What follows belongs to an exercise in optimizing a design on an open flow for small area, a short achievable clock period and few clock cycles per item; a production flow would make more cautious choices. At most, simulation tests tie the RTL to the original design; equivalence was not proved. Function not checked in runs 4 and 5: the RTL went through the layout flow alone. Power figures rest on the tool's default switching activity, not on a simulated workload.

$ cat design.v
module teavault_cipher (
    input  wire         clk,
    input  wire         rst,           
    input  wire         in_valid,
    output wire         in_ready,
    input  wire         in_decrypt,    
    input  wire [127:0] in_key,
    input  wire [63:0]  in_block,
    output wire         out_valid,
    input  wire         out_ready,
    output wire [63:0]  out_block
);
    localparam [31:0] DELTA   = 32'h9E3779B9;
    localparam [31:0] INITSUM = 32'h8DDE6E40;    
    function [31:0] add32(input [31:0] x, input [31:0] y, input ci);
        reg [31:0] g, p, gg, pp, gn, pn;
        integer i, l;
        begin
            g = x & y;
            p = x ^ y;
            gg = g; pp = p;
            gg[0] = g[0] | (p[0] & ci);
            for (l = 0; l < 5; l = l + 1) begin
                gn = gg; pn = pp;
                for (i = 0; i < 32; i = i + 1)
                    if (i[l]) begin
                        gn[i] = gg[i] | (pp[i] & gg[((i >> l) << l) - 1]);
                        pn[i] = pp[i] & pp[((i >> l) << l) - 1];
                    end
                gg = gn; pp = pn;
            end
            add32 = p ^ {gg[30:0], ci};
        end
    endfunction
    function [31:0] add32bk(input [31:0] x, input [31:0] y, input ci);
        reg [31:0] g, p, gg, pp;
        integer i, l;
        begin
            g = x & y;
            p = x ^ y;
            gg = g; pp = p;
            gg[0] = g[0] | (p[0] & ci);
            for (l = 0; l < 5; l = l + 1)
                for (i = 0; i < 32; i = i + 1)
                    if (((i + 1) % (2 << l)) == 0) begin
                        gg[i] = gg[i] | (pp[i] & gg[i - (1 << l)]);
                        pp[i] = pp[i] & pp[i - (1 << l)];
                    end
            for (l = 3; l >= 0; l = l - 1)
                for (i = 0; i < 32; i = i + 1)
                    if (((i + 1) % (2 << l)) == (1 << l) && i >= (2 << l)) begin
                        gg[i] = gg[i] | (pp[i] & gg[i - (1 << l)]);
                        pp[i] = pp[i] & pp[i - (1 << l)];
                    end
            add32bk = p ^ {gg[30:0], ci};
        end
    endfunction
    function [31:0] add32sp4(input [31:0] x, input [31:0] y, input ci);
        reg [31:0] g, p;
        reg [31:0] c;   
        reg [31:0] BG, BP, GG, PP, GN, PN;   
        integer i, j, l, nb;
        begin
            g = x & y; p = x ^ y;
            nb = 32 / 4;
            for (i = 0; i < 32 / 4; i = i + 1) begin
                BG[i] = 1'b0; BP[i] = 1'b1;
                for (j = 0; j < 4; j = j + 1) begin
                    BG[i] = g[i*4+j] | (p[i*4+j] & BG[i]);
                    BP[i] = BP[i] & p[i*4+j];
                end
            end
            GG = BG; PP = BP;
            for (l = 0; l < 5; l = l + 1) begin
                GN = GG; PN = PP;
                for (i = 0; i < 32 / 4; i = i + 1)
                    if (i[l]) begin
                        GN[i] = GG[i] | (PP[i] & GG[((i >> l) << l) - 1]);
                        PN[i] = PP[i] & PP[((i >> l) << l) - 1];
                    end
                GG = GN; PP = PN;
            end
            for (i = 0; i < 32 / 4; i = i + 1) begin
                c[i*4] = (i == 0) ? ci : (GG[i-1] | (PP[i-1] & ci));
                for (j = 1; j < 4; j = j + 1)
                    c[i*4+j] = g[i*4+j-1] | (p[i*4+j-1] & c[i*4+j-1]);
            end
            add32sp4 = p ^ c;
        end
    endfunction
    reg        busy;       
    reg        full;       
    reg        ph;         
    reg        last;       
    reg        nz;         
    reg        sub;        
    reg [7:0]  cnt;        
    reg        dec;
    reg [31:0] a, b;       
    reg [31:0] sum;        
    reg [63:0] kp;         
    wire [31:0] ka  = kp[63:32];
    wire [31:0] kb  = kp[31:0];
    wire [31:0] t1, t2, t3;
    tv_add_bk u_t1 (.x(b << 4), .y(ka),  .ci(1'b0), .s(t1));    
    tv_add_bk u_t2 (.x(b),      .y(sum), .ci(1'b0), .s(t2));    
    tv_add_bk u_t3 (.x(b >> 5), .y(kb),  .ci(1'b0), .s(t3));    
    wire [31:0] f   = t1 ^ t2 ^ t3;
    wire [31:0] fx  = (f & {32{nz}}) ^ {32{sub}};    
    wire [31:0] nb  = add32(a, fx, sub);             
    wire [31:0] dd  = {DELTA[31:1] ^ {31{dec}}, 1'b1};    
    assign in_ready  = last;
    assign out_valid = full;
    assign out_block = {a, b};
    always @(posedge clk) begin
        if (dec ^ (busy & ~cnt[0]))
            kp <= in_key[63:0];
        else
            kp <= in_key[127:64];
        if (busy) begin
            a   <= b;
            if (cnt[0])
                sum <= add32bk(sum, dd, 1'b0);
            cnt <= cnt + 8'd1;
            nz  <= (cnt != 8'd127);
            sub <= dec & (cnt != 8'd127);
        end else begin
            if (!full || out_ready)
                a <= (ph ^ in_decrypt) ? in_block[63:32] : in_block[31:0];
            sum <= dec ? INITSUM : DELTA;
            cnt <= 8'd0;
            dec <= in_decrypt;
            nz  <= ph;
            sub <= ph & dec;
        end
        if (!full || out_ready)
            b <= nb;
        if (rst) begin
            busy <= 1'b0;
            full <= 1'b0;
            ph   <= 1'b0;
            last <= 1'b0;
        end else if (busy) begin
            last <= ~last & (cnt == (dec ? 8'd127 : 8'd126));
            if (last) begin
                busy <= 1'b0;
                full <= 1'b1;
            end
        end else if (full) begin
            if (out_ready) begin
                full <= 1'b0;
                ph   <= in_valid;
            end
        end else if (ph) begin
            ph   <= 1'b0;
            busy <= 1'b1;
        end else begin
            ph   <= in_valid;
        end
    end
endmodule
module tv_add_bk (
    input  wire [31:0] x,
    input  wire [31:0] y,
    input  wire        ci,
    output wire [31:0] s
);
    wire [31:0] g0 = x & y;
    wire [31:0] p0 = x ^ y;
    wire [31:0] g [0:9];
    wire [31:0] p [0:9];
    assign g[0] = {g0[31:1], g0[0] | (p0[0] & ci)};
    assign p[0] = p0;
    genvar l, i;
    generate
        for (l = 1; l <= 5; l = l + 1) begin : up
            for (i = 0; i < 32; i = i + 1) begin : b
                if (((i + 1) % (1 << l)) == 0) begin : n
                    assign g[l][i] = g[l-1][i] | (p[l-1][i] & g[l-1][i - (1 << (l-1))]);
                    assign p[l][i] = p[l-1][i] & p[l-1][i - (1 << (l-1))];
                end else begin : w
                    assign g[l][i] = g[l-1][i];
                    assign p[l][i] = p[l-1][i];
                end
            end
        end
        for (l = 6; l <= 9; l = l + 1) begin : dn
            for (i = 0; i < 32; i = i + 1) begin : b
                if ((((i + 1) % (1 << (10 - l))) == (1 << (9 - l))) && (i >= (1 << (10 - l)))) begin : n
                    assign g[l][i] = g[l-1][i] | (p[l-1][i] & g[l-1][i - (1 << (9 - l))]);
                    assign p[l][i] = p[l-1][i] & p[l-1][i - (1 << (9 - l))];
                end else begin : w
                    assign g[l][i] = g[l-1][i];
                    assign p[l][i] = p[l-1][i];
                end
            end
        end
    endgenerate
    assign s = p0 ^ {g[9][30:0], ci};
endmodule
$ cat config.mk
export PLATFORM = sky130hd
export DESIGN_NAME = teavault_cipher
export DESIGN_NICKNAME = teavault_cipher
export VERILOG_FILES = /design/flow/design.v
export SDC_FILE = /design/flow/constraint.sdc
export NUM_CORES = 4
export LEC_CHECK = 0
export ABC_AREA = 1
export CAP_MARGIN = 20
export CORE_MARGIN = 2
export CORE_UTILIZATION = 40
export PLACE_DENSITY = 0.8
export SLEW_MARGIN = 20
export BUFFER_PORTS_ARGS = -buffer_cell sky130_fd_sc_hd__buf_1
export ADDER_MAP_FILE = 
export SETUP_SLACK_MARGIN = 8
export TNS_END_PERCENT = 0
export CTS_ARGS = -sink_clustering_enable -repair_clock_nets -dont_use_dummy_load
$ cat constraint.sdc
create_clock -name core_clock -period 12.0 [get_ports {clk}]
set_input_delay 2.4000 -clock core_clock [delete_from_list [all_inputs] [get_ports {clk}]]
set_output_delay 2.4000 -clock core_clock [all_outputs]
set_load 0.01 [all_outputs]
$ cat flow/run.sh
#!/bin/bash
# The standard ORFS layout (standard.sh), with these changes to how the
# layout is made (the SDC and clock period stay the standard flow's):
#  - ports are buffered with buf_1 cells instead of delay buffers;
#  - synthesis does not map adders to the library's fa/ha cells (same
#    synthesis script and registers, the adders are left to ABC);
#  - timing repair aims for more setup slack, on the worst path only.
set -e
cat >> "$FLOW_CONFIG" <<'EOC'
export BUFFER_PORTS_ARGS = -buffer_cell sky130_fd_sc_hd__buf_1
export ADDER_MAP_FILE = 
export SETUP_SLACK_MARGIN = 8
export TNS_END_PERCENT = 0
export CTS_ARGS = -sink_clustering_enable -repair_clock_nets -dont_use_dummy_load
EOC
bash standard.sh > standard.log 2>&1
$ cat standard.sh
#!/bin/bash
# synth_recipe.tcl (not shown) runs the flow's synth.tcl, then flattens the netlist and writes it again
# the make line also repeats each setting of config.mk as NAME=value (left out here)
make -C /OpenROAD-flow-scripts/flow DESIGN_CONFIG=/design/flow/config.mk WORK_HOME=/design/flow/orfs CLKGATE_MAP_FILE= SYNTH_SCRIPT=/design/flow/synth_recipe.tcl "${@:-finish}"
==> summary.txt, run 1 <==
Run status
  • Result of the run: timing/DRC/antenna clean

Power and ir drop
  • Power Density: 276 mW/mm^2
  • Total design power: 0.00465 W
  • Highest ir drop seen on vdd: 111 uV
  • Leakage: 8.44 nW

Clock network
  • Number of levels in the clock H-tree: 4
  • Inserted Clock Buffers: 17
  • Worst-skew pair later-pin latency: 450 ps
  • CTS Sinks: 175
  • CTS hold repair buffers: 0
  • Clock tree from TritonCTS: yes
  • Clock Root Buffer: sky130_fd_sc_hd__clkbuf_16
  • Buffer depth of the longest clock path: 2
  • Clock slew at the register clock pins of the worst setup and hold paths: 70 ps

Cells and area
  • Antenna diode instance count: 0
  • Fraction of final layout cells with drive strength greater than 1: 11.2%
  • Most common library cell in the layout ignoring fill and taps: sky130_fd_sc_hd__nand2_1
  • Commonest cells after routing, fill and taps aside: sky130_fd_sc_hd__nand2_1 (721), sky130_fd_sc_hd__buf_1 (262), sky130_fd_sc_hd__inv_1 (261), sky130_fd_sc_hd__nor2_1 (211), sky130_fd_sc_hd__nand3_1 (174)
  • P&R area growth vs syn: 15.5%
  • Fraction of the core area covered by cells at the end of the flow: 47.2%
  • Number of nets at the end of the flow: 2,678
  • Filler Cell Count: 3,551

Timing
  • Period Utilization, post-route: 31.9%
  • Number of endpoints failing setup at the final stage: 0
  • Relative max-transition margin: 31.5%
  • Setup tns final: 0 ps
  • Maximum clock rate: 261 MHz
  • Slew of the pin with the lowest slew margin: 1030 ps
  • Shortest clock period the worst path allows after layout: 3830 ps
  • Setup repair after global routing missed its margin: yes
  • Worst clock skew: 22.2 ps
  • Hold Fails Final Rpt: 0
  • Final count of pins violating max slew: 0

GRT
  • Maximum number of pins on one net before global-route repair: 92
  • Final global-route overflow total: 0
  • Global-route wire length before repair: 65,700 um
  • Initial antenna violation count: 0
  • Number of global-route vias before repair: 13,900
  • Total routing usage reported by global routing: 21.5%

Floorplan
  • Die W: 195 um
  • Area of the die: 0.0380 mm^2
  • Height of the die: 195 um
  • I/O pin count: 263
  • Standard-cell rows: 69
  • Starting density of the core: 40.8%
  • Total core area: 0.0357 mm^2

Yosys
  • Synthesized netlist cell count: 2,198
  • Proportion of register bits with asynchronous set or reset after synthesis: 0%
  • Synthesized-area fraction occupied by xor and xnor cells: 8.71%
  • Syn_nets: 2,395
  • Cell area after synthesis: 0.0146 mm^2
  • Top FF cell, synth: sky130_fd_sc_hd__edfxtp_1
  • Adder-cell share of the synthesized area: 0.0686%
  • Synth Area in Compound Gates: 7.74%
  • Largest family of logic cells by synthesized area: simple AND/OR/NAND/NOR gates
  • Multiplexer share of the synthesized area: 4.94%
  • Post-synthesis register bit count: 175
  • Number of synthesized flops with an enable pin: 97
  • Synthesized area per cell: 6.64 um^2
  • Synth cell types: 56
  • Warnings, synthesis: 2
  • Simple-gate area share of the yosys netlist: 39.0%
  • Share of synthesized area occupied by flip-flops and latches: 30.7%

Routing
  • First DRT Iteration DRCs: 1,039
  • DRC: 0
  • Routed wire per std cell: 14.3 um
  • 1st-pass router iterations: 7
  • Routed wire length: 42,200 um
  • Drt via density: 5.09
  • Post-DRT Antenna Nets: 0
  • Via Count: 15,000

Placed design
  • Port buffer count: 262
  • Final estimated routing congestion in global placement: 0.887
  • Hpwl dp: 31,700 um

Setup path
  • Required @ worst endpoint: 12,150 ps
  • Nature of the critical path startpoint: input pin
  • Sort of element at the end of the critical path: register
  • Largest stage delay, worst path: 410 ps
  • Largest driver fanout on the critical path: 33
  • Critical path, cell by cell: buf_1 > or2_2 > nand2_1 > buf_4 > clkinvlp_4 > buf_4 > nand2_1 > a31oi_1
  • Slowest stage cell, crit path: sky130_fd_sc_hd__buf_4
  • Data arrival at the endpoint of the critical path: 3980 ps
  • Critical path start-end classification: in2reg

Run
  • # Max-Cap Violations: 0

Min path
  • Worst hold path type: reg2reg
## through the flow
step	setup WS, ps	hold WS, ps	cells	instance area [um^2]
after floorplan	8230	454	2198	14600
after global placement	7540	466	2880	16000
after detailed placement	7430	493	2880	16000
after CTS	7970	503	2898	16400
after global routing	7930	515	2940	16900
final	8170	501	2940	16900
## layout make-up
cell class,instances,area (um^2),area share (%)
Timing Repair inverter,1,5.00,0.0297
Multi-Input combinational cell,1691,8920,52.9
Tap cell,461,577,3.42
Sequential cell,175,4480,26.6
Inverter,280,1060,6.30
Clock buffer,17,425,2.52
Timing Repair Buffer,315,1390,8.24
## worst max-delay path: cells and delay by family
| family | cells | cell delay (ps) |
|---|---|---|
| simple gates | 3 | 460 |
| compound gates | 1 | 80 |
| buf+inv | 4 | 1010 |
## synthesized netlist by cell type, types with 25 or more instances
master | count | area, um^2
sky130_fd_sc_hd__a31oi_1 | 34 | 213
sky130_fd_sc_hd__mux2_2 | 64 | 721
sky130_fd_sc_hd__o21ai_0 | 64 | 320
sky130_fd_sc_hd__nor2_1 | 217 | 815
sky130_fd_sc_hd__nand3b_1 | 27 | 203
sky130_fd_sc_hd__xnor2_1 | 49 | 429
sky130_fd_sc_hd__a21oi_1 | 48 | 240
sky130_fd_sc_hd__clkbuf_1 | 25 | 93.8
sky130_fd_sc_hd__nand2_1 | 730 | 2740
sky130_fd_sc_hd__xor2_1 | 69 | 604
sky130_fd_sc_hd__nand4_1 | 37 | 231
sky130_fd_sc_hd__inv_1 | 264 | 991
sky130_fd_sc_hd__edfxtp_1 | 97 | 2910
sky130_fd_sc_hd__nand2_2 | 44 | 275
sky130_fd_sc_hd__dfxtp_1 | 78 | 1560
sky130_fd_sc_hd__nand3_1 | 177 | 886
## state kept, by name, summed over array words and instances (netlist names)
signal and count:
ph 1, kp 64, full 1, cnt 8
dec 1, a 32, busy 1, sub 1
nz 1, sum 32, b 32, last 1
## power breakdown
part           total [W]  internal (W)  leakage [nW]  switching [W]
Sequential       0.00107      0.000848          1.67       0.000220
Combinational    0.00311       0.00115          6.57        0.00196
Clock           0.000464      0.000246         0.209       0.000218
Total            0.00465       0.00225          8.44        0.00240
## logic make-up (layout without fill, tap and decap cells)
family                   Yosys count  after routing
flip-flops                       175            175
AND/OR/NAND/NOR                 1305           1305
buffers and inverters            332            613
XOR/XNOR                         129            129
adder cells (fa/ha/maj)            1              1
AO/OA/AOI/OAI                    192            192
multiplexers                      64             64
## worst paths after layout
kind | endpoint | cells past startpoint | start | slack (ps)
max | a[12]$_DFFE_PP_ | 8 | in_decrypt | 8170
min | cnt[7]$_SDFF_PN0_ | 2 | cnt[7]$_SDFF_PN0_ | 500
max reg2reg | b[29]$_DFFE_PN_ | 26 | b[5]$_DFFE_PN_ | 8250
min reg2reg | cnt[7]$_SDFF_PN0_ | 2 | cnt[7]$_SDFF_PN0_ | 500
## timing repair
item | 4_1_cts | 5_1_grt
gates cloned | 0 | 1
endpoints found under the setup margin | 23 | 29
buffers inserted | 1 | 41
pin swaps | 0 | 6
gates resized for setup | 1 | 31
## metal layers
layer | global-route usage (%) | vias up | wire, um
met1 | 26.6 | 6881 | 18100
met4 | 7.21 | 0 | 818
met3 | 3.21 | 54 | 2500
met2 | 38.1 | 440 | 20700
li1 | - | 7594 | -
met5 | 0 | - | 0
Testbench counts, summed over its fixed seeds: cycles 167,043, items 1,280.
==> run 2: changes to the inputs <==
--- a/flow/run.sh
+++ b/flow/run.sh
@@ -11,6 +11,5 @@
 export ADDER_MAP_FILE = 
 export SETUP_SLACK_MARGIN = 8
 export TNS_END_PERCENT = 0
-export CTS_ARGS = -sink_clustering_enable -repair_clock_nets -dont_use_dummy_load
 EOC
 bash standard.sh > standard.log 2>&1
--- a/config.mk
+++ b/config.mk
@@ -9,10 +9,8 @@
 export CAP_MARGIN = 20
 export CORE_MARGIN = 2
 export CORE_UTILIZATION = 40
-export PLACE_DENSITY = 0.8
 export SLEW_MARGIN = 20
 export BUFFER_PORTS_ARGS = -buffer_cell sky130_fd_sc_hd__buf_1
 export ADDER_MAP_FILE = 
 export SETUP_SLACK_MARGIN = 8
 export TNS_END_PERCENT = 0
-export CTS_ARGS = -sink_clustering_enable -repair_clock_nets -dont_use_dummy_load
==> run 2 against run 1 <==
Effect of this change:
- first-iteration DRC count fell by 25%
- maximum frequency up 1.2%
- flip-flop and latch count is the same
- setup slack improved by 45 ps
- sequential power about the same
- design area increased by 0.33%
- wire length increased by 0.28%
- combinational power barely moved
==> summary.txt, run 2 <==
Floorplan
  • Height of the die: 195 um (unchanged)
  • Total core area: 0.0357 mm^2 (unchanged)
  • Starting density of the core: 40.8% (unchanged)
  • Die W: 195 um (unchanged)
  • Standard-cell rows: 69 (unchanged)
  • I/O pin count: 263 (unchanged)
  • Area of the die: 0.0380 mm^2 (unchanged)

Setup path
  • Critical path start-end classification: reg2out (was in2reg)
  • Largest driver fanout on the critical path: 4 (was 33)
  • Data arrival at the endpoint of the critical path: 1380 ps (was 3980 ps)
  • Required @ worst endpoint: 9600 ps (was 12,150 ps)
  • Reg2reg path depth: 28 (was 26)
  • Nature of the critical path startpoint: register (was input pin)
  • Beginning of the worst register-to-register path: b[8]$_DFFE_PN_ (was b[5]$_DFFE_PN_)
  • FF-to-FF End: b[30]$_DFFE_PN_ (was b[29]$_DFFE_PN_)
  • Register-to-register path setup slack: 8250 ps (about the same)
  • Sort of element at the end of the critical path: output pin (was register)

Timing
  • PnR worst setup slack: 8220 ps (was 8170 ps)
  • Maximum clock rate: 264 MHz (was 261 MHz)
  • Setup repair after global routing missed its margin: yes (unchanged)
  • Hold Fails Final Rpt: 0 (unchanged)
  • Number of endpoints failing setup at the final stage: 0 (unchanged)
  • Relative max-transition margin: 32.3% (was 31.5%)
  • Worst clock skew: 14.1 ps (was 22.2 ps)
  • Slew of the pin with the lowest slew margin: 1020 ps (was 1030 ps)
  • Setup tns final: 0 ps (unchanged)
  • Shortest clock period the worst path allows after layout: 3780 ps (was 3830 ps)
  • Period Utilization, post-route: 31.5% (was 31.9%)
  • Final count of pins violating max slew: 0 (unchanged)

Clock network
  • Clock Root Buffer: sky130_fd_sc_hd__clkbuf_16 (unchanged)
  • Worst-skew pair later-pin latency: 450 ps (about the same)
  • Buffer depth of the longest clock path: 2 (unchanged)
  • Clock slew at the register clock pins of the worst setup and hold paths: 70 ps (about the same)
  • CTS Sinks: 175 (unchanged)
  • Clock tree from TritonCTS: yes (unchanged)
  • Number of levels in the clock H-tree: 4 (unchanged)
  • Inserted Clock Buffers: 17 (unchanged)

Routing
  • Via Count: 14,500 (was 15,000)
  • 1st-pass router iterations: 5 (was 7)
  • First DRT Iteration DRCs: 784 (was 1,039)
  • Routed wire length: 42,300 um (was 42,200 um)
  • Post-DRT Antenna Nets: 0 (unchanged)
  • Routed wire per std cell: 14.3 um (about the same)
  • Drt via density: 4.92 (was 5.09)
  • DRC: 0 (unchanged)

Yosys
  • Top FF cell, synth: sky130_fd_sc_hd__edfxtp_1 (unchanged)
  • Most frequent cell after synthesis: sky130_fd_sc_hd__nand2_1 (unchanged)
  • Syn_nets: 2,395 (unchanged)
  • Proportion of register bits with asynchronous set or reset after synthesis: 0% (unchanged)
  • Number of synthesized flops with an enable pin: 97 (unchanged)
  • Post-synthesis register bit count: 175 (unchanged)
  • Synthesized netlist cell count: 2,198 (unchanged)
  • Cell area after synthesis: 0.0146 mm^2 (unchanged)
  • Yosys top cell area share: 20.0% (unchanged)
  • Leading post-synthesis cells by cell area: sky130_fd_sc_hd__edfxtp_1 (20%), sky130_fd_sc_hd__nand2_1 (19%), sky130_fd_sc_hd__dfxtp_1 (11%) (unchanged)
  • Share of synthesized area occupied by flip-flops and latches: 30.7% (unchanged)
  • Synth cell types: 56 (unchanged)
  • Leading cell types by count after synthesis: sky130_fd_sc_hd__nand2_1 (730), sky130_fd_sc_hd__inv_1 (264), sky130_fd_sc_hd__nor2_1 (217) (unchanged)
  • Synthesized area per cell: 6.64 um^2 (unchanged)
  • Warnings, synthesis: 2 (unchanged)
  • Leading area contributor after synthesis: sky130_fd_sc_hd__edfxtp_1 (unchanged)

Power and ir drop
  • Leakage: 8.47 nW (was 8.44 nW)
  • Power Density: 277 mW/mm^2 (was 276 mW/mm^2)
  • Total design power: 0.00468 W (was 0.00465 W)
  • Highest ir drop seen on vdd: 114 uV (was 111 uV)

GRT
  • Final global-route overflow total: 0 (unchanged)
  • Global-route wire length before repair: 66,700 um (was 65,700 um)
  • Total routing usage reported by global routing: 22.0% (was 21.5%)
  • Initial antenna violation count: 0 (unchanged)
  • Maximum number of pins on one net before global-route repair: 91 (was 92)
  • Number of global-route vias before repair: 13,300 (was 13,900)

Cells and area
  • Top reg by flops: kp (unchanged)
  • Fraction of the core area covered by cells at the end of the flow: 47.3% (was 47.2%)
  • Number of flip-flops under the largest register name: 64 (unchanged)
  • Final instance count without filler cells: 2,950 (was 2,940)
  • Most common library cell in the layout ignoring fill and taps: sky130_fd_sc_hd__nand2_1 (unchanged)
  • Number of nets at the end of the flow: 2,673 (was 2,678)
  • Antenna diode instance count: 0 (unchanged)
  • Commonest cells after routing, fill and taps aside: sky130_fd_sc_hd__nand2_1 (727), sky130_fd_sc_hd__inv_1 (262), sky130_fd_sc_hd__buf_1 (262), sky130_fd_sc_hd__nor2_1 (211), sky130_fd_sc_hd__nand3_1 (176) (was sky130_fd_sc_hd__nand2_1 (721), sky130_fd_sc_hd__buf_1 (262), sky130_fd_sc_hd__inv_1 (261), sky130_fd_sc_hd__nor2_1 (211), sky130_fd_sc_hd__nand3_1 (174))
  • P&R area growth vs syn: 15.9% (was 15.5%)
  • Fraction of final layout cells with drive strength greater than 1: 11.1% (was 11.2%)
  • Filler Cell Count: 3,692 (was 3,551)

Placed design
  • Final estimated routing congestion in global placement: 0.885 (was 0.887)
  • Hpwl dp: 31,400 um (was 31,700 um)
  • Port buffer count: 262 (unchanged)
  • Total instance count after detailed placement: 2,881 (was 2,880)
  • Placement Setup Slack: 7830 ps (was 7430 ps)

Min path
  • Hold EP: last$_SDFFE_PP0P_ (was cnt[7]$_SDFF_PN0_)
  • Hold wc startpoint: last$_SDFFE_PP0P_ (was cnt[7]$_SDFF_PN0_)
  • Cell depth of the worst hold path: 2 (unchanged)
  • Worst hold path type: reg2reg (unchanged)

Run
  • # Max-Cap Violations: 0 (unchanged)

Run status
  • Result of the run: timing/DRC/antenna clean (unchanged)
## run 2: cell counts after synthesis
No cell type changed its count.
## run 2: through the flow
stage	cell area [um^2]	hold slack (ps)
4_1_cts	16500	487
3_3_place_gp	16000	469
2_1_floorplan	14600	454
3_5_place_dp	16000	476
6_report	16900	483
5_1_grt	16900	512
## run 2: area by class of cell
| class | count | area [um^2] | share of cell area [%] |
|---|---|---|---|
| inverter | 280 | 1060 | 6.25 |
| clock buffer | 21 | 440 | 2.60 |
| tap | 461 | 577 | 3.41 |
| multi-input combinational | 1691 | 8920 | 52.8 |
| clock inverter | 11 | 68.8 | 0.407 |
| timing repair buffer | 310 | 1360 | 8.07 |
| timing repair inverter | 1 | 5.00 | 0.0296 |
| sequential | 175 | 4480 | 26.5 |
## run 2: timing repair
item                       CTS  global route
resized for setup            2            27
pin swaps                    0             1
buffers inserted             0            36
setup endpoints to repair    6            21
gates cloned                 1             0
hold buffers                 0             0
## run 2: power breakdown
part / internal (W) / total [W] / switching [W]
registers: 0.000847 / 0.00108 / 0.000228
clock network: 0.000263 / 0.000519 / 0.000255
logic: 0.00115 / 0.00309 / 0.00194
## run 2: kinds of logic (layout without fill, tap and decap cells)
family                     after synthesis  in the layout  synth area share, %
DFF                                    175            175                 30.7
muxes                                   64             64                 4.94
and+or+nand+nor                       1305           1305                 39.0
xor gates and xnor gates               129            129                 8.71
adders and majority gates                1              1               0.0686
buffers and inverters                  332            623                 8.90
AOI/OAI and AO/OA                      192            192                 7.74
## run 2: metal layers
layer	vias to the layer above	wire length, um	GRT usage, %
met1	6528	19800	28.9
met4	0	798	6.08
met2	332	19500	37.1
met5	-	0	0
met3	49	2190	4.08
li1	7594	-	-
## run 2: worst max-delay path by stage
stage	start	end	slack, ps	cells after the start
after global placement	in_decrypt	a[16]$_DFFE_PP_	7870	8
final	b[2]$_DFFE_PN_	out_block[2]	8220	3
after global routing	sum[4]$_DFFE_PN_	b[31]$_DFFE_PN_	7900	32
after floorplan	out_ready	a[0]$_DFFE_PP_	8230	2
after detailed placement	in_decrypt	a[26]$_DFFE_PP_	7830	8
after CTS	b[6]$_DFFE_PN_	b[30]$_DFFE_PN_	8160	26
## run 2: critical path: stages (launching register included)
cell and delay [ps]:
sky130_fd_sc_hd__edfxtp_1 500, sky130_fd_sc_hd__buf_4 190, sky130_fd_sc_hd__buf_4 130, sky130_fd_sc_hd__buf_1 120
==> run 3: changes to the inputs <==
--- a/flow/run.sh
+++ b/flow/run.sh
@@ -11,5 +11,6 @@
 export ADDER_MAP_FILE = 
 export SETUP_SLACK_MARGIN = 8
 export TNS_END_PERCENT = 0
+export CTS_ARGS = -sink_clustering_enable -repair_clock_nets -dont_use_dummy_load -sink_clustering_size 25 -sink_clustering_max_diameter 60
 EOC
 bash standard.sh > standard.log 2>&1
--- a/config.mk
+++ b/config.mk
@@ -14,3 +14,4 @@
 export ADDER_MAP_FILE = 
 export SETUP_SLACK_MARGIN = 8
 export TNS_END_PERCENT = 0
+export CTS_ARGS = -sink_clustering_enable -repair_clock_nets -dont_use_dummy_load -sink_clustering_size 25 -sink_clustering_max_diameter 60
==> run 3 against run 2 <==
Effect of this change:
- still clean on timing, DRC and antenna
- sequential power about the same
- worst hold slack about the same
- design area decreased by 0.54%
- non-clock buffer count decreased by 1
- synthesized cell count unchanged
- global-route usage decreased by 0.059 points
- via count decreased by 0.52%
- critical path depth unchanged
- utilization decreased by 0.26 points
- wire length decreased by 0.34%
- sequential share of layout area increased by 0.14 points
- power decreased by 1.0%
- critical path type unchanged
- largest cell class unchanged
==> summary.txt, run 3 <==
Run status
  • Result of the run: timing/DRC/antenna clean (unchanged)

Routing
  • Routed wire per std cell: 14.4 um (was 14.3 um)
  • DRC: 0 (unchanged)
  • Post-DRT Antenna Nets: 0 (unchanged)
  • Routed wire length: 42,200 um (was 42,300 um)
  • 1st-pass router iterations: 5 (unchanged)
  • Via Count: 14,400 (was 14,500)
  • Drt via density: 4.92 (about the same)
  • First DRT Iteration DRCs: 715 (was 784)

Cells and area
  • P&R area growth vs syn: 15.3% (was 15.9%)
  • Fraction of final layout cells with drive strength greater than 1: 10.8% (was 11.1%)
  • Number of nets at the end of the flow: 2,672 (was 2,673)
  • Final instance count without filler cells: 2,934 (was 2,950)
  • Top reg by flops: kp (unchanged)
  • Number of flip-flops under the largest register name: 64 (unchanged)
  • Commonest cells after routing, fill and taps aside: sky130_fd_sc_hd__nand2_1 (727), sky130_fd_sc_hd__inv_1 (262), sky130_fd_sc_hd__buf_1 (262), sky130_fd_sc_hd__nor2_1 (211), sky130_fd_sc_hd__nand3_1 (176) (unchanged)
  • Sequential standard cell area: 0.00448 mm^2 (unchanged)
  • Most common library cell in the layout ignoring fill and taps: sky130_fd_sc_hd__nand2_1 (unchanged)
  • Total area of multi-input combinational cells: 0.00892 mm^2 (unchanged)
  • Filler Cell Count: 3,705 (was 3,692)
  • Antenna diode instance count: 0 (unchanged)

Power and ir drop
  • Highest ir drop seen on vdd: 114 uV (about the same)
  • Leakage: 8.43 nW (was 8.47 nW)
  • Power Density: 276 mW/mm^2 (was 277 mW/mm^2)

Yosys
  • Cell area after synthesis: 0.0146 mm^2 (unchanged)
  • Synthesized area per cell: 6.64 um^2 (unchanged)
  • Simple-gate area share of the yosys netlist: 39.0% (unchanged)
  • Synthesized netlist cell count: 2,198 (unchanged)
  • Leading post-synthesis cells by cell area: sky130_fd_sc_hd__edfxtp_1 (20%), sky130_fd_sc_hd__nand2_1 (19%), sky130_fd_sc_hd__dfxtp_1 (11%) (unchanged)
  • Number of synthesized flops with an enable pin: 97 (unchanged)
  • Syn_nets: 2,395 (unchanged)
  • Leading cell types by count after synthesis: sky130_fd_sc_hd__nand2_1 (730), sky130_fd_sc_hd__inv_1 (264), sky130_fd_sc_hd__nor2_1 (217) (unchanged)
  • Leading area contributor after synthesis: sky130_fd_sc_hd__edfxtp_1 (unchanged)
  • Share of synthesized area occupied by flip-flops and latches: 30.7% (unchanged)
  • Adder-cell share of the synthesized area: 0.0686% (unchanged)
  • Synth Area in Compound Gates: 7.74% (unchanged)
  • Proportion of register bits with asynchronous set or reset after synthesis: 0% (unchanged)
  • Synth cell types: 56 (unchanged)
  • Yosys top cell area share: 20.0% (unchanged)
  • Top FF cell, synth: sky130_fd_sc_hd__edfxtp_1 (unchanged)
  • Synthesized-area fraction occupied by xor and xnor cells: 8.71% (unchanged)
  • Post-synthesis register bit count: 175 (unchanged)
  • Most frequent cell after synthesis: sky130_fd_sc_hd__nand2_1 (unchanged)
  • Multiplexer share of the synthesized area: 4.94% (unchanged)
  • Warnings, synthesis: 2 (unchanged)
  • Largest family of logic cells by synthesized area: simple AND/OR/NAND/NOR gates (unchanged)

Timing
  • PnR worst setup slack: 8220 ps (about the same)
  • Maximum clock rate: 264 MHz (about the same)
  • Number of endpoints failing setup at the final stage: 0 (unchanged)
  • Worst hold slack: 482 ps (was 483 ps)
  • Relative max-transition margin: 32.9% (was 32.3%)
  • Shortest clock period the worst path allows after layout: 3780 ps (about the same)
  • Worst clock skew: 19.6 ps (was 14.1 ps)
  • Slew of the pin with the lowest slew margin: 1010 ps (was 1020 ps)
  • Hold Fails Final Rpt: 0 (unchanged)
  • Final count of pins violating max slew: 0 (unchanged)
  • Period Utilization, post-route: 31.5% (about the same)
  • Setup tns final: 0 ps (unchanged)
  • Setup repair after global routing missed its margin: yes (unchanged)

Clock network
  • Clock tree from TritonCTS: yes (unchanged)
  • Worst-skew pair later-pin latency: 450 ps (about the same)
  • Clock slew at the register clock pins of the worst setup and hold paths: 70 ps (about the same)
  • Inserted Clock Buffers: 17 (unchanged)
  • CTS Sinks: 175 (unchanged)
  • Number of levels in the clock H-tree: 4 (unchanged)
  • Clock Root Buffer: sky130_fd_sc_hd__clkbuf_16 (unchanged)
  • CTS hold repair buffers: 0 (unchanged)
  • Buffer depth of the longest clock path: 2 (unchanged)

Setup path
  • Nature of the critical path startpoint: register (unchanged)
  • Family with the most delay on the worst path: flip-flops (unchanged)
  • Data arrival at the endpoint of the critical path: 1380 ps (about the same)
  • Slowest stage cell, crit path: sky130_fd_sc_hd__edfxtp_1 (unchanged)
  • Critical path, cell by cell: buf_4 > buf_4 > buf_1 (unchanged)
  • Beginning of the worst register-to-register path: b[8]$_DFFE_PN_ (unchanged)
  • Largest driver fanout on the critical path: 4 (unchanged)
  • Sort of element at the end of the critical path: output pin (unchanged)
  • Worst setup path start: b[2]$_DFFE_PN_ (unchanged)
  • Most numerous cell on the critical path: sky130_fd_sc_hd__buf_4 (unchanged)
  • Worst path bufs/invs: 3 (unchanged)
  • Critical path start-end classification: reg2out (unchanged)
  • Required @ worst endpoint: 9600 ps (about the same)
  • Largest stage delay, worst path: 500 ps (about the same)

Floorplan
  • Die W: 195 um (unchanged)
  • Height of the die: 195 um (unchanged)
  • Area of the die: 0.0380 mm^2 (unchanged)
  • I/O pin count: 263 (unchanged)
  • Total core area: 0.0357 mm^2 (unchanged)
  • Starting density of the core: 40.8% (unchanged)
  • Standard-cell rows: 69 (unchanged)

GRT
  • Total routing usage reported by global routing: 22.0% (about the same)
  • Maximum number of pins on one net before global-route repair: 91 (unchanged)
  • Number of global-route vias before repair: 13,300 (about the same)
  • Global-route wire length before repair: 66,500 um (was 66,700 um)
  • Initial antenna violation count: 0 (unchanged)
  • Final global-route overflow total: 0 (unchanged)

Run
  • # Max-Cap Violations: 0 (unchanged)

Placed design
  • Placement Setup Slack: 7830 ps (unchanged)
  • Final estimated routing congestion in global placement: 0.885 (unchanged)
  • Hpwl dp: 31,400 um (unchanged)
  • Total instance count after detailed placement: 2,881 (unchanged)
  • Port buffer count: 262 (unchanged)

Min path
  • Hold wc startpoint: last$_SDFFE_PP0P_ (unchanged)
  • Worst hold path type: reg2reg (unchanged)
==> run 3: cell counts after synthesis <==
No cell type changed its count.
==> run 3: report_power, final <==
part	leakage (nW)	internal (W)	switching, W
combinational	6.55	0.00114	0.00194
sequential	1.67	0.000848	0.000227
clock	0.209	0.000247	0.000228
==> run 3: worst min-delay path: stages (launching register included) <==
cell	delay [ps]
sky130_fd_sc_hd__dfxtp_1	320
sky130_fd_sc_hd__nand2_1	60
sky130_fd_sc_hd__a21oi_1	50
==> run 3: cells by family after synthesis <==
family / Yosys count
multiplexers: 64
adder cells (fa/ha/maj): 1
AND/OR/NAND/NOR: 1305
XOR/XNOR: 129
flip-flops: 175
AO/OA/AOI/OAI: 192
buffers and inverters: 332
==> run 3: worst paths after layout <==
check | endpoint | slack [ps] | depth (start not counted)
min reg2reg | last$_SDFFE_PP0P_ | 480 | 2
min | last$_SDFFE_PP0P_ | 480 | 2
max reg2reg | b[30]$_DFFE_PN_ | 8260 | 28
max | out_block[2] | 8220 | 3
==> run 3: cell type report <==
| class | instances | share of cell area, % |
|---|---|---|
| Clock buffer | 17 | 2.53 |
| Inverter | 280 | 6.28 |
| Multi-Input combinational cell | 1691 | 53.1 |
| Sequential cell | 175 | 26.6 |
| Tap cell | 461 | 3.43 |
| Timing Repair Buffer | 309 | 8.06 |
| Timing Repair inverter | 1 | 0.0298 |
==> run 3: per-layer routing <==
layer / vias to the layer above / wire (um) / track usage, %
met5: - / 0 / 0
met4: 0 / 733 / 6.05
li1: 7575 / - / -
met3: 48 / 2030 / 3.94
met1: 6501 / 19900 / 28.9
met2: 303 / 19500 / 37.1
==> run 3: stage by stage <==
stage,utilization (%),total power [W],area (um^2)
after floorplan,-,0.00336,14600
after global placement,44.8,0.00395,16000
after detailed placement,44.8,0.00401,16000
after CTS,46.1,0.00451,16500
after global routing,47.1,0.00513,16800
final,47.1,0.00463,16800
==> run 3: timing repair <==
item	CTS	global route
buffers inserted	0	35
resized for setup	2	27
setup endpoints to repair	6	22
cloned	1	0
==> run 4: changes to the inputs <==
--- a/design.v
+++ b/design.v
@@ -30,6 +30,25 @@
                 gg = gn; pp = pn;
             end
             add32 = p ^ {gg[30:0], ci};
+        end
+    endfunction
+    function [31:0] add32i(input [31:0] x, input [31:0] y, input inv);
+        reg [31:0] g, p, gg, pp, gn, pn;
+        integer i, l;
+        begin
+            g = x & y;
+            p = x ^ y;
+            gg = g; pp = p;
+            for (l = 0; l < 5; l = l + 1) begin
+                gn = gg; pn = pp;
+                for (i = 0; i < 32; i = i + 1)
+                    if (i[l]) begin
+                        gn[i] = gg[i] | (pp[i] & gg[((i >> l) << l) - 1]);
+                        pn[i] = pp[i] & pp[((i >> l) << l) - 1];
+                    end
+                gg = gn; pp = pn;
+            end
+            add32i = (p ^ {32{inv}}) ^ {gg[30:0], 1'b0};
         end
     endfunction
     function [31:0] add32bk(input [31:0] x, input [31:0] y, input ci);
@@ -106,8 +125,9 @@
     tv_add_bk u_t2 (.x(b),      .y(sum), .ci(1'b0), .s(t2));    
     tv_add_bk u_t3 (.x(b >> 5), .y(kb),  .ci(1'b0), .s(t3));    
     wire [31:0] f   = t1 ^ t2 ^ t3;
-    wire [31:0] fx  = (f & {32{nz}}) ^ {32{sub}};    
-    wire [31:0] nb  = add32(a, fx, sub);             
+    wire [31:0] fz  = f & {32{nz}};                  
+    wire [31:0] ax  = a ^ {32{sub}};
+    wire [31:0] nb  = add32i(ax, fz, sub);           
     wire [31:0] dd  = {DELTA[31:1] ^ {31{dec}}, 1'b1};    
     assign in_ready  = last;
     assign out_valid = full;
--- a/flow/run.sh
+++ b/flow/run.sh
@@ -11,6 +11,6 @@
 export ADDER_MAP_FILE = 
 export SETUP_SLACK_MARGIN = 8
 export TNS_END_PERCENT = 0
-export CTS_ARGS = -sink_clustering_enable -repair_clock_nets -dont_use_dummy_load -sink_clustering_size 25 -sink_clustering_max_diameter 60
+export CTS_ARGS = -sink_clustering_enable -repair_clock_nets -dont_use_dummy_load
 EOC
 bash standard.sh > standard.log 2>&1
--- a/config.mk
+++ b/config.mk
@@ -14,4 +14,4 @@
 export ADDER_MAP_FILE = 
 export SETUP_SLACK_MARGIN = 8
 export TNS_END_PERCENT = 0
-export CTS_ARGS = -sink_clustering_enable -repair_clock_nets -dont_use_dummy_load -sink_clustering_size 25 -sink_clustering_max_diameter 60
+export CTS_ARGS = -sink_clustering_enable -repair_clock_nets -dont_use_dummy_load
==> run 4 against run 3 <==
Effect of this change:
- critical path depth rose by 24
- register-to-register slack got worse by 110 ps
- clock power fell by 2%
- utilization fell by 0.99 points
- critical path type is now reg2reg
- critical endpoint is now b[31]$_DFFE_PN_
==> summary.txt, run 4 <==
Run status
  • Result of the run: timing/DRC/antenna clean (unchanged)

Floorplan
  • Height of the die: 194 um (was 195 um)
  • Die W: 194 um (was 195 um)
  • Standard-cell rows: 69 (unchanged)
  • I/O pin count: 263 (unchanged)
  • Starting density of the core: 40.6% (was 40.8%)
  • Total core area: 0.0356 mm^2 (was 0.0357 mm^2)
  • Area of the die: 0.0377 mm^2 (was 0.0380 mm^2)

Power and ir drop
  • Leakage: 8.34 nW (was 8.43 nW)
  • Highest ir drop seen on vdd: 90.1 uV (was 114 uV)
  • Switching pwr: 0.00229 W (was 0.00239 W)
  • Internal Dissipation: 0.00210 W (was 0.00224 W)
  • Fraction of power consumed by combinational cells: 64.4% (was 66.6%)
  • Portion of total power attributed to the clock network: 10.6% (was 10.2%)
  • Power Density: 268 mW/mm^2 (was 276 mW/mm^2)
  • Sw frac: 52.2% (was 51.7%)
  • Sequential power share: 25.0% (was 23.2%)

Cells and area
  • Filler Cell Count: 3,772 (was 3,705)
  • Number of nets at the end of the flow: 2,670 (was 2,672)
  • Design Area, Final: 0.0164 mm^2 (was 0.0168 mm^2)
  • Top reg by flops: kp (unchanged)
  • Fraction of final layout cells with drive strength greater than 1: 6.64% (was 10.8%)
  • Most common library cell in the layout ignoring fill and taps: sky130_fd_sc_hd__nand2_1 (unchanged)
  • Commonest cells after routing, fill and taps aside: sky130_fd_sc_hd__nand2_1 (767), sky130_fd_sc_hd__inv_1 (287), sky130_fd_sc_hd__buf_1 (262), sky130_fd_sc_hd__nor2_1 (226), sky130_fd_sc_hd__nand3_1 (176) (was sky130_fd_sc_hd__nand2_1 (727), sky130_fd_sc_hd__inv_1 (262), sky130_fd_sc_hd__buf_1 (262), sky130_fd_sc_hd__nor2_1 (211), sky130_fd_sc_hd__nand3_1 (176))
  • Number of flip-flops under the largest register name: 64 (unchanged)
  • P&R area growth vs syn: 13.4% (was 15.3%)
  • Antenna diode instance count: 0 (unchanged)
  • Fraction of the core area covered by cells at the end of the flow: 46.1% (was 47.1%)

Placed design
  • Port buffer count: 262 (unchanged)
  • Final estimated routing congestion in global placement: 0.869 (was 0.885)
  • Hpwl dp: 31,900 um (was 31,400 um)
  • Post-DP Area: 0.0159 mm^2 (was 0.0160 mm^2)

Timing
  • Shortest clock period the worst path allows after layout: 3850 ps (was 3780 ps)
  • Number of endpoints failing setup at the final stage: 0 (unchanged)
  • Relative max-transition margin: 31.3% (was 32.9%)
  • Setup tns final: 0 ps (unchanged)
  • Worst clock skew: 24.7 ps (was 19.6 ps)
  • Setup repair after global routing missed its margin: yes (unchanged)
  • Hold Fails Final Rpt: 0 (unchanged)
  • Maximum clock rate: 260 MHz (was 264 MHz)
  • Final count of pins violating max slew: 0 (unchanged)
  • Period Utilization, post-route: 32.1% (was 31.5%)
  • Slew of the pin with the lowest slew margin: 1030 ps (was 1010 ps)

Routing
  • Via Count: 14,500 (was 14,400)
  • Routed wire per std cell: 14.3 um (was 14.4 um)
  • First DRT Iteration DRCs: 872 (was 715)
  • Drt via density: 4.93 (was 4.92)
  • DRC: 0 (unchanged)
  • Routed wire length: 41,900 um (was 42,200 um)
  • 1st-pass router iterations: 5 (unchanged)
  • Post-DRT Antenna Nets: 0 (unchanged)

Setup path
  • Slowest stage cell, crit path: sky130_fd_sc_hd__edfxtp_1 (unchanged)
  • Largest stage delay, worst path: 550 ps (was 500 ps)
  • Worst path bufs/invs: 2 (was 3)
  • Family with the most delay on the worst path: simple AND/OR/NAND/NOR gates (was flip-flops)
  • Required @ worst endpoint: 12,200 ps (was 9600 ps)
  • Data arrival at the endpoint of the critical path: 4050 ps (was 1380 ps)
  • Sort of element at the end of the critical path: register (was output pin)
  • Nature of the critical path startpoint: register (unchanged)
  • Critical path start-end classification: reg2reg (was reg2out)
  • Largest driver fanout on the critical path: 8 (was 4)
  • Most numerous cell on the critical path: sky130_fd_sc_hd__nand2_1 (was sky130_fd_sc_hd__buf_4)

Clock network
  • Worst-skew pair later-pin latency: 450 ps (about the same)
  • Clock slew at the register clock pins of the worst setup and hold paths: 70 ps (about the same)
  • Number of levels in the clock H-tree: 4 (unchanged)
  • Clock Root Buffer: sky130_fd_sc_hd__clkbuf_16 (unchanged)
  • Buffer depth of the longest clock path: 2 (unchanged)
  • CTS hold repair buffers: 0 (unchanged)
  • CTS Sinks: 175 (unchanged)
  • Clock tree from TritonCTS: yes (unchanged)
  • Inserted Clock Buffers: 17 (unchanged)

Yosys
  • Post-synthesis register bit count: 175 (unchanged)
  • Yosys top cell area share: 20.2% (was 20.0%)
  • Leading cell types by count after synthesis: sky130_fd_sc_hd__nand2_1 (767), sky130_fd_sc_hd__inv_1 (289), sky130_fd_sc_hd__nor2_1 (226) (was sky130_fd_sc_hd__nand2_1 (730), sky130_fd_sc_hd__inv_1 (264), sky130_fd_sc_hd__nor2_1 (217))
  • Leading area contributor after synthesis: sky130_fd_sc_hd__edfxtp_1 (unchanged)
  • Synthesized netlist cell count: 2,224 (was 2,198)
  • Proportion of register bits with asynchronous set or reset after synthesis: 0% (unchanged)
  • Share of synthesized area occupied by flip-flops and latches: 31.0% (was 30.7%)
  • Number of synthesized flops with an enable pin: 97 (unchanged)
  • Warnings, synthesis: 2 (unchanged)
  • Synth cell types: 49 (was 56)
  • Most frequent cell after synthesis: sky130_fd_sc_hd__nand2_1 (unchanged)
  • Cell area after synthesis: 0.0145 mm^2 (was 0.0146 mm^2)
  • Top FF cell, synth: sky130_fd_sc_hd__edfxtp_1 (unchanged)
  • Leading post-synthesis cells by cell area: sky130_fd_sc_hd__edfxtp_1 (20%), sky130_fd_sc_hd__nand2_1 (20%), sky130_fd_sc_hd__dfxtp_1 (11%) (was sky130_fd_sc_hd__edfxtp_1 (20%), sky130_fd_sc_hd__nand2_1 (19%), sky130_fd_sc_hd__dfxtp_1 (11%))
  • Synthesized area per cell: 6.50 um^2 (was 6.64 um^2)
  • Syn_nets: 2,421 (was 2,395)

GRT
  • Global-route wire length before repair: 66,700 um (was 66,500 um)
  • Initial antenna violation count: 0 (unchanged)
  • Maximum number of pins on one net before global-route repair: 94 (was 91)
  • Total routing usage reported by global routing: 22.0% (about the same)
  • Final global-route overflow total: 0 (unchanged)
  • Number of global-route vias before repair: 13,500 (was 13,300)

Run
  • # Max-Cap Violations: 0 (unchanged)

Min path
  • Worst hold path type: reg2reg (unchanged)
-- run 4: kinds of logic after synthesis --
group                      synth area share, %
and+or+nand+nor                           38.7
buffers and inverters                     9.09
AOI/OAI and AO/OA                         7.17
DFF                                       31.0
xor gates and xnor gates                  9.08
muxes                                     4.99
adders and majority gates               0.0693
-- run 4: layout make-up --
cell class	count	area, um^2	share of cell area [%]
Clock buffer	17	425	2.60
Timing Repair Buffer	279	1110	6.80
Timing Repair inverter	1	5.00	0.0305
Multi-Input combinational cell	1709	8690	53.0
Tap cell	461	577	3.52
Inverter	290	1090	6.67
Sequential cell	175	4480	27.3
-- run 4: power groups by stage --
stage | sequential [W] | combinational (W) | clock, W
after global placement | 0.00113 | 0.00270 | 0
after floorplan | 0.00102 | 0.00221 | 0
after global routing | 0.00112 | 0.00326 | 0.000500
final | 0.00110 | 0.00282 | 0.000465
after CTS | 0.00112 | 0.00279 | 0.000480
after detailed placement | 0.00113 | 0.00277 | 0
-- run 4: final timing paths --
kind | endpoint | slack, ps | startpoint | cells past startpoint
max | b[31]$_DFFE_PN_ | 8150 | b[5]$_DFFE_PN_ | 27
min | cnt[7]$_SDFF_PN0_ | 480 | cnt[7]$_SDFF_PN0_ | 2
max reg2reg | b[31]$_DFFE_PN_ | 8150 | b[5]$_DFFE_PN_ | 27
min reg2reg | cnt[7]$_SDFF_PN0_ | 480 | cnt[7]$_SDFF_PN0_ | 2
-- run 4: worst register-to-register path: stages (launching register included) --
cell and delay [ps]:
sky130_fd_sc_hd__edfxtp_1 550, sky130_fd_sc_hd__nand2_1 140, sky130_fd_sc_hd__o21ai_2 210, sky130_fd_sc_hd__nand3_1 90, sky130_fd_sc_hd__nand2_1 150, sky130_fd_sc_hd__nand2_1 180
sky130_fd_sc_hd__nand2_2 160, sky130_fd_sc_hd__nand2_1 120, sky130_fd_sc_hd__nand2_2 130, sky130_fd_sc_hd__nand2_1 140, sky130_fd_sc_hd__nand2_1 180, sky130_fd_sc_hd__nand2_1 100
sky130_fd_sc_hd__nand2_1 60, sky130_fd_sc_hd__nand2_1 60, sky130_fd_sc_hd__nand2_1 130, sky130_fd_sc_hd__inv_1 50, sky130_fd_sc_hd__nand2_1 80, sky130_fd_sc_hd__nand4_1 150
sky130_fd_sc_hd__nand2_1 180, sky130_fd_sc_hd__inv_1 60, sky130_fd_sc_hd__nand3_1 90, sky130_fd_sc_hd__nand2_1 110, sky130_fd_sc_hd__nand2_1 120, sky130_fd_sc_hd__nor2_1 60
sky130_fd_sc_hd__nor2_1 130, sky130_fd_sc_hd__nand2_1 70, sky130_fd_sc_hd__nand2_1 50, sky130_fd_sc_hd__nand2_1 40
-- run 4: what timing repair did --
action,in CTS,in global routing
buffers inserted,0,7
endpoints found under the setup margin,0,19
gates resized for setup,0,3
-- run 4: routing by layer --
layer	wire, um	global-route usage (%)	vias to the layer above
met3	1870	3.03	28
met5	0	0	-
met2	19500	37.2	299
met1	20100	30.1	6555
li1	-	-	7583
met4	472	4.29	0
-- run 4: metrics by stage --
step	total power [W]	instances	hold slack (ps)	setup WS, ps
finish	0.00438	2932	480	8150
global route	0.00488	2932	495	7820
CTS	0.00438	2924	475	8050
detailed placement	0.00389	2907	466	7990
global placement	0.00383	2907	450	7990
floorplan	0.00323	2224	440	8240
==> run 5: changes to the inputs <==
--- a/design.v
+++ b/design.v
@@ -120,11 +120,12 @@
     reg [63:0] kp;         
     wire [31:0] ka  = kp[63:32];
     wire [31:0] kb  = kp[31:0];
-    wire [31:0] t1, t2, t3;
-    tv_add_bk u_t1 (.x(b << 4), .y(ka),  .ci(1'b0), .s(t1));    
-    tv_add_bk u_t2 (.x(b),      .y(sum), .ci(1'b0), .s(t2));    
-    tv_add_bk u_t3 (.x(b >> 5), .y(kb),  .ci(1'b0), .s(t3));    
-    wire [31:0] f   = t1 ^ t2 ^ t3;
+    wire [31:0] c1, c2, c3;
+    tv_carry_bk u_t1 (.x(b << 4), .y(ka),  .c(c1));    
+    tv_carry_bk u_t2 (.x(b),      .y(sum), .c(c2));    
+    tv_carry_bk u_t3 (.x(b >> 5), .y(kb),  .c(c3));    
+    wire [31:0] pf  = ((b << 4) ^ ka) ^ (b ^ sum) ^ ((b >> 5) ^ kb);
+    wire [31:0] f   = pf ^ c1 ^ c2 ^ c3;
     wire [31:0] fz  = f & {32{nz}};                  
     wire [31:0] ax  = a ^ {32{sub}};
     wire [31:0] nb  = add32i(ax, fz, sub);           
@@ -179,17 +180,16 @@
         end
     end
 endmodule
-module tv_add_bk (
+module tv_carry_bk (
     input  wire [31:0] x,
     input  wire [31:0] y,
-    input  wire        ci,
-    output wire [31:0] s
+    output wire [31:0] c       
 );
     wire [31:0] g0 = x & y;
     wire [31:0] p0 = x ^ y;
     wire [31:0] g [0:9];
     wire [31:0] p [0:9];
-    assign g[0] = {g0[31:1], g0[0] | (p0[0] & ci)};
+    assign g[0] = g0;
     assign p[0] = p0;
     genvar l, i;
     generate
@@ -216,5 +216,5 @@
             end
         end
     endgenerate
-    assign s = p0 ^ {g[9][30:0], ci};
+    assign c = {g[9][30:0], 1'b0};
 endmodule
==> run 5 against run 4 <==
Effect of this change:
- synthesized cell count up 1.0%
- critical path type unchanged
- clock power up 1%
- sequential power up 4%
- maximum frequency up 1.9%
- power up 9.3%
- count of clock-buffer cells in the layout unchanged
- combinational power up 13%
- still clean on timing, DRC and antenna
==> summary.txt, run 5 <==
Run status
  • Result of the run: timing/DRC/antenna clean (unchanged)

Timing
  • Number of endpoints failing setup at the final stage: 0 (unchanged)
  • Setup tns final: 0 ps (unchanged)
  • Maximum clock rate: 265 MHz (was 260 MHz)
  • Final count of pins violating max slew: 0 (unchanged)
  • Hold Fails Final Rpt: 0 (unchanged)
  • Slew of the pin with the lowest slew margin: 940 ps (was 1030 ps)
  • Worst clock skew: 32.7 ps (was 24.7 ps)
  • Period Utilization, post-route: 31.5% (was 32.1%)
  • Relative max-transition margin: 37.3% (was 31.3%)
  • Setup repair after global routing missed its margin: yes (unchanged)
  • Shortest clock period the worst path allows after layout: 3780 ps (was 3850 ps)

Clock network
  • CTS Sinks: 175 (unchanged)
  • Worst-skew pair later-pin latency: 460 ps (was 450 ps)
  • Number of levels in the clock H-tree: 4 (unchanged)
  • CTS hold repair buffers: 0 (unchanged)
  • Clock Root Buffer: sky130_fd_sc_hd__clkbuf_16 (unchanged)
  • Inserted Clock Buffers: 17 (unchanged)
  • Buffer depth of the longest clock path: 2 (unchanged)
  • Clock tree from TritonCTS: yes (unchanged)
  • Clock slew at the register clock pins of the worst setup and hold paths: 80 ps (was 70 ps)

Routing
  • Routed wire per std cell: 14.7 um (was 14.3 um)
  • 1st-pass router iterations: 6 (was 5)
  • Metal-1 WL: 20,200 um (was 20,100 um)
  • Met3 wire length: 2410 um (was 1870 um)
  • Post-DRT Antenna Nets: 0 (unchanged)
  • Routed wire length: 43,200 um (was 41,900 um)
  • First DRT Iteration DRCs: 894 (was 872)
  • Drt via density: 4.92 (was 4.93)
  • Via Count: 14,500 (about the same)
  • DR WL met2: 19,700 um (was 19,500 um)
  • Highest routing layer actually used: met4 (unchanged)
  • DRC: 0 (unchanged)

Cells and area
  • Filler Cell Count: 3,823 (was 3,772)
  • Design Area, Final: 0.0167 mm^2 (was 0.0164 mm^2)
  • Fraction of the core area covered by cells at the end of the flow: 45.6% (was 46.1%)
  • Number of flip-flops under the largest register name: 64 (unchanged)
  • Fraction of final layout cells with drive strength greater than 1: 8.87% (was 6.64%)
  • Top reg by flops: kp (unchanged)
  • Commonest cells after routing, fill and taps aside: sky130_fd_sc_hd__nand2_1 (719), sky130_fd_sc_hd__inv_1 (293), sky130_fd_sc_hd__buf_1 (262), sky130_fd_sc_hd__nor2_1 (214), sky130_fd_sc_hd__nand3_1 (151) (was sky130_fd_sc_hd__nand2_1 (767), sky130_fd_sc_hd__inv_1 (287), sky130_fd_sc_hd__buf_1 (262), sky130_fd_sc_hd__nor2_1 (226), sky130_fd_sc_hd__nand3_1 (176))
  • Number of nets at the end of the flow: 2,678 (was 2,670)
  • Antenna diode instance count: 0 (unchanged)
  • Most common library cell in the layout ignoring fill and taps: sky130_fd_sc_hd__nand2_1 (unchanged)
  • P&R area growth vs syn: 12.2% (was 13.4%)

Setup path
  • Largest stage delay, worst path: 610 ps (was 550 ps)
  • Data arrival at the endpoint of the critical path: 3980 ps (was 4050 ps)
  • Most numerous cell on the critical path: sky130_fd_sc_hd__nand2_1 (unchanged)
  • Slowest stage cell, crit path: sky130_fd_sc_hd__edfxtp_1 (unchanged)
  • Critical path start-end classification: reg2reg (unchanged)
  • Required @ worst endpoint: 12,200 ps (about the same)
  • Sort of element at the end of the critical path: register (unchanged)
  • Nature of the critical path startpoint: register (unchanged)
  • Largest driver fanout on the critical path: 8 (unchanged)

Placed design
  • Port buffer count: 262 (unchanged)
  • Post-DP Area: 0.0163 mm^2 (was 0.0159 mm^2)
  • Final estimated routing congestion in global placement: 0.886 (was 0.869)
  • Hpwl dp: 33,300 um (was 31,900 um)

Floorplan
  • Area of the die: 0.0388 mm^2 (was 0.0377 mm^2)
  • Starting density of the core: 40.7% (was 40.6%)
  • Die W: 197 um (was 194 um)
  • Height of the die: 197 um (was 194 um)
  • Standard-cell rows: 70 (was 69)
  • Total core area: 0.0366 mm^2 (was 0.0356 mm^2)
  • I/O pin count: 263 (unchanged)

Yosys
  • Leading area contributor after synthesis: sky130_fd_sc_hd__edfxtp_1 (unchanged)
  • Synthesized netlist cell count: 2,247 (was 2,224)
  • Yosys top cell area share: 19.6% (was 20.2%)
  • Cell area after synthesis: 0.0149 mm^2 (was 0.0145 mm^2)
  • Synth cell types: 52 (was 49)
  • Leading cell types by count after synthesis: sky130_fd_sc_hd__nand2_1 (719), sky130_fd_sc_hd__inv_1 (295), sky130_fd_sc_hd__nor2_1 (214) (was sky130_fd_sc_hd__nand2_1 (767), sky130_fd_sc_hd__inv_1 (289), sky130_fd_sc_hd__nor2_1 (226))
  • Proportion of register bits with asynchronous set or reset after synthesis: 0% (unchanged)
  • Share of synthesized area occupied by flip-flops and latches: 30.1% (was 31.0%)
  • Most frequent cell after synthesis: sky130_fd_sc_hd__nand2_1 (unchanged)
  • Leading post-synthesis cells by cell area: sky130_fd_sc_hd__edfxtp_1 (20%), sky130_fd_sc_hd__nand2_1 (18%), sky130_fd_sc_hd__dfxtp_1 (10%) (was sky130_fd_sc_hd__edfxtp_1 (20%), sky130_fd_sc_hd__nand2_1 (20%), sky130_fd_sc_hd__dfxtp_1 (11%))
  • Syn_nets: 2,444 (was 2,421)
  • Synthesized area per cell: 6.62 um^2 (was 6.50 um^2)
  • Number of synthesized flops with an enable pin: 97 (unchanged)
  • Warnings, synthesis: 2 (unchanged)
  • Post-synthesis register bit count: 175 (unchanged)
  • Top FF cell, synth: sky130_fd_sc_hd__edfxtp_1 (unchanged)

Power and ir drop
  • Leakage: 8.33 nW (was 8.34 nW)
  • Total design power: 0.00479 W (was 0.00438 W)
  • Highest ir drop seen on vdd: 125 uV (was 90.1 uV)
  • Power Density: 287 mW/mm^2 (was 268 mW/mm^2)

GRT
  • Maximum number of pins on one net before global-route repair: 92 (was 94)
  • Total routing usage reported by global routing: 22.2% (was 22.0%)
  • Final global-route overflow total: 0 (unchanged)
  • Number of global-route vias before repair: 13,200 (was 13,500)
  • Initial antenna violation count: 0 (unchanged)
  • Global-route wire length before repair: 67,400 um (was 66,700 um)

Run
  • # Max-Cap Violations: 0 (unchanged)

Min path
  • Worst hold path type: reg2reg (unchanged)
==> run 5: cell count changes in the layout (fill, tap and decap cells not counted), moves of 11 or more <==
cell / before / now
sky130_fd_sc_hd__nand2_2: 23 / 48
sky130_fd_sc_hd__inv_2: 1 / 21
sky130_fd_sc_hd__nand2_1: 767 / 719
sky130_fd_sc_hd__nand3_1: 176 / 151
sky130_fd_sc_hd__xor2_1: 86 / 105
sky130_fd_sc_hd__nand3b_1: 29 / 6
sky130_fd_sc_hd__a21oi_1: 43 / 54
sky130_fd_sc_hd__xnor2_1: 62 / 87
sky130_fd_sc_hd__nor2_1: 226 / 214
==> run 5: per-layer routing <==
layer,vias to the layer above,GRT usage [%]
met2,347,37.1
met5,-,0
li1,7560,-
met3,44,3.63
met1,6546,30.0
met4,0,5.18
==> run 5: per-stage QoR <==
stage	hold slack (ps)	setup slack (ps)	cells
5_1_grt	488	7870	2947
2_1_floorplan	444	8230	2247
6_report	467	8220	2947
4_1_cts	470	8050	2946
3_5_place_dp	458	7870	2929
3_3_place_gp	457	7880	2929
==> run 5: worst paths after layout <==
| check | slack [ps] | from | end | cells after the start |
|---|---|---|---|---|
| hold / removal | 470 | cnt[7]$_SDFF_PN0_ | cnt[7]$_SDFF_PN0_ | 2 |
| hold reg to reg | 470 | cnt[7]$_SDFF_PN0_ | cnt[7]$_SDFF_PN0_ | 2 |
| setup reg to reg | 8220 | b[8]$_DFFE_PN_ | b[31]$_DFFE_PN_ | 25 |
| setup / recovery | 8220 | b[8]$_DFFE_PN_ | b[31]$_DFFE_PN_ | 25 |
==> run 5: final cells by class <==
cell class / count / area (um^2) / area share (%)
timing repair buffer: 271 / 1050 / 6.31
multi-input combinational: 1696 / 8960 / 53.6
tap: 468 / 586 / 3.51
sequential: 175 / 4480 / 26.8
timing repair inverter: 1 / 5.00 / 0.0300
clock buffer: 17 / 425 / 2.55
inverter: 319 / 1200 / 7.20
==> run 5: power by group <==
group / total, W / switching, W / internal, W / leakage [nW]
combinational: 0.00318 / 0.00203 / 0.00115 / 6.46
sequential: 0.00114 / 0.000294 / 0.000850 / 1.66
clock: 0.000471 / 0.000225 / 0.000246 / 0.209
==> run 5: logic make-up after synthesis <==
logic type / count (synthesis) / share of synthesized area, %
xor+xnor: 196 / 11.7
flops: 175 / 30.1
fa+ha+maj: 1 / 0.0757
buf+inv: 376 / 9.93
simple gates: 1242 / 35.8
mux: 64 / 4.84
compound gates: 193 / 7.52
==> run 5: worst max-delay path, delay by kind of cell, from the launching register on <==
| kind | cells | cell delay, ps |
|---|---|---|
| simple gates | 22 | 2660 |
| flops | 1 | 610 |
| buf+inv | 3 | 240 |
==> run 5: what timing repair did <==
action,CTS,global route
gates resized for setup,0,2
setup endpoints to repair,0,55
setup buffers,0,0

what the ideal ports hide:
No port has a modelled driver above. Below, the same layouts with a new extraction and two added sets of constraints. Step 1 sets driving cells, clkbuf_16 on the clock port and buf_2 on the other inputs (assumed; they add their load-dependent delay and slew). Step 2, shift: input delay + t, output delay - t, t = (earliest + latest rising clock arrival at the registers) / 2. This alone moves slack from input paths to output paths. Three values: ideal ports, drivers, drivers and shift; two values: the first two.
run	t, ns	slack for setup (ns)	worst setup path after step 2	clock arrival spread, ns
run 1	0.492	8.173 / 8.200 / 7.708	input to register	0.023 / 0.022
run 2	0.492	8.218 / 8.169 / 7.862	input to register	0.015 / 0.015
run 3	0.491	8.217 / 8.163 / 7.857	input to register	0.020 / 0.020
run 4	0.490	8.147 / 8.147 / 8.050	input to register	0.025 / 0.025
run 5	0.490	8.219 / 8.183 / 7.879	input to register	0.033 / 0.033
After both steps every run listed still meets setup and hold. For run 1, which loses most, drivers alone change the setup slack by +0.027 ns; drivers and shift together by -0.465 ns.
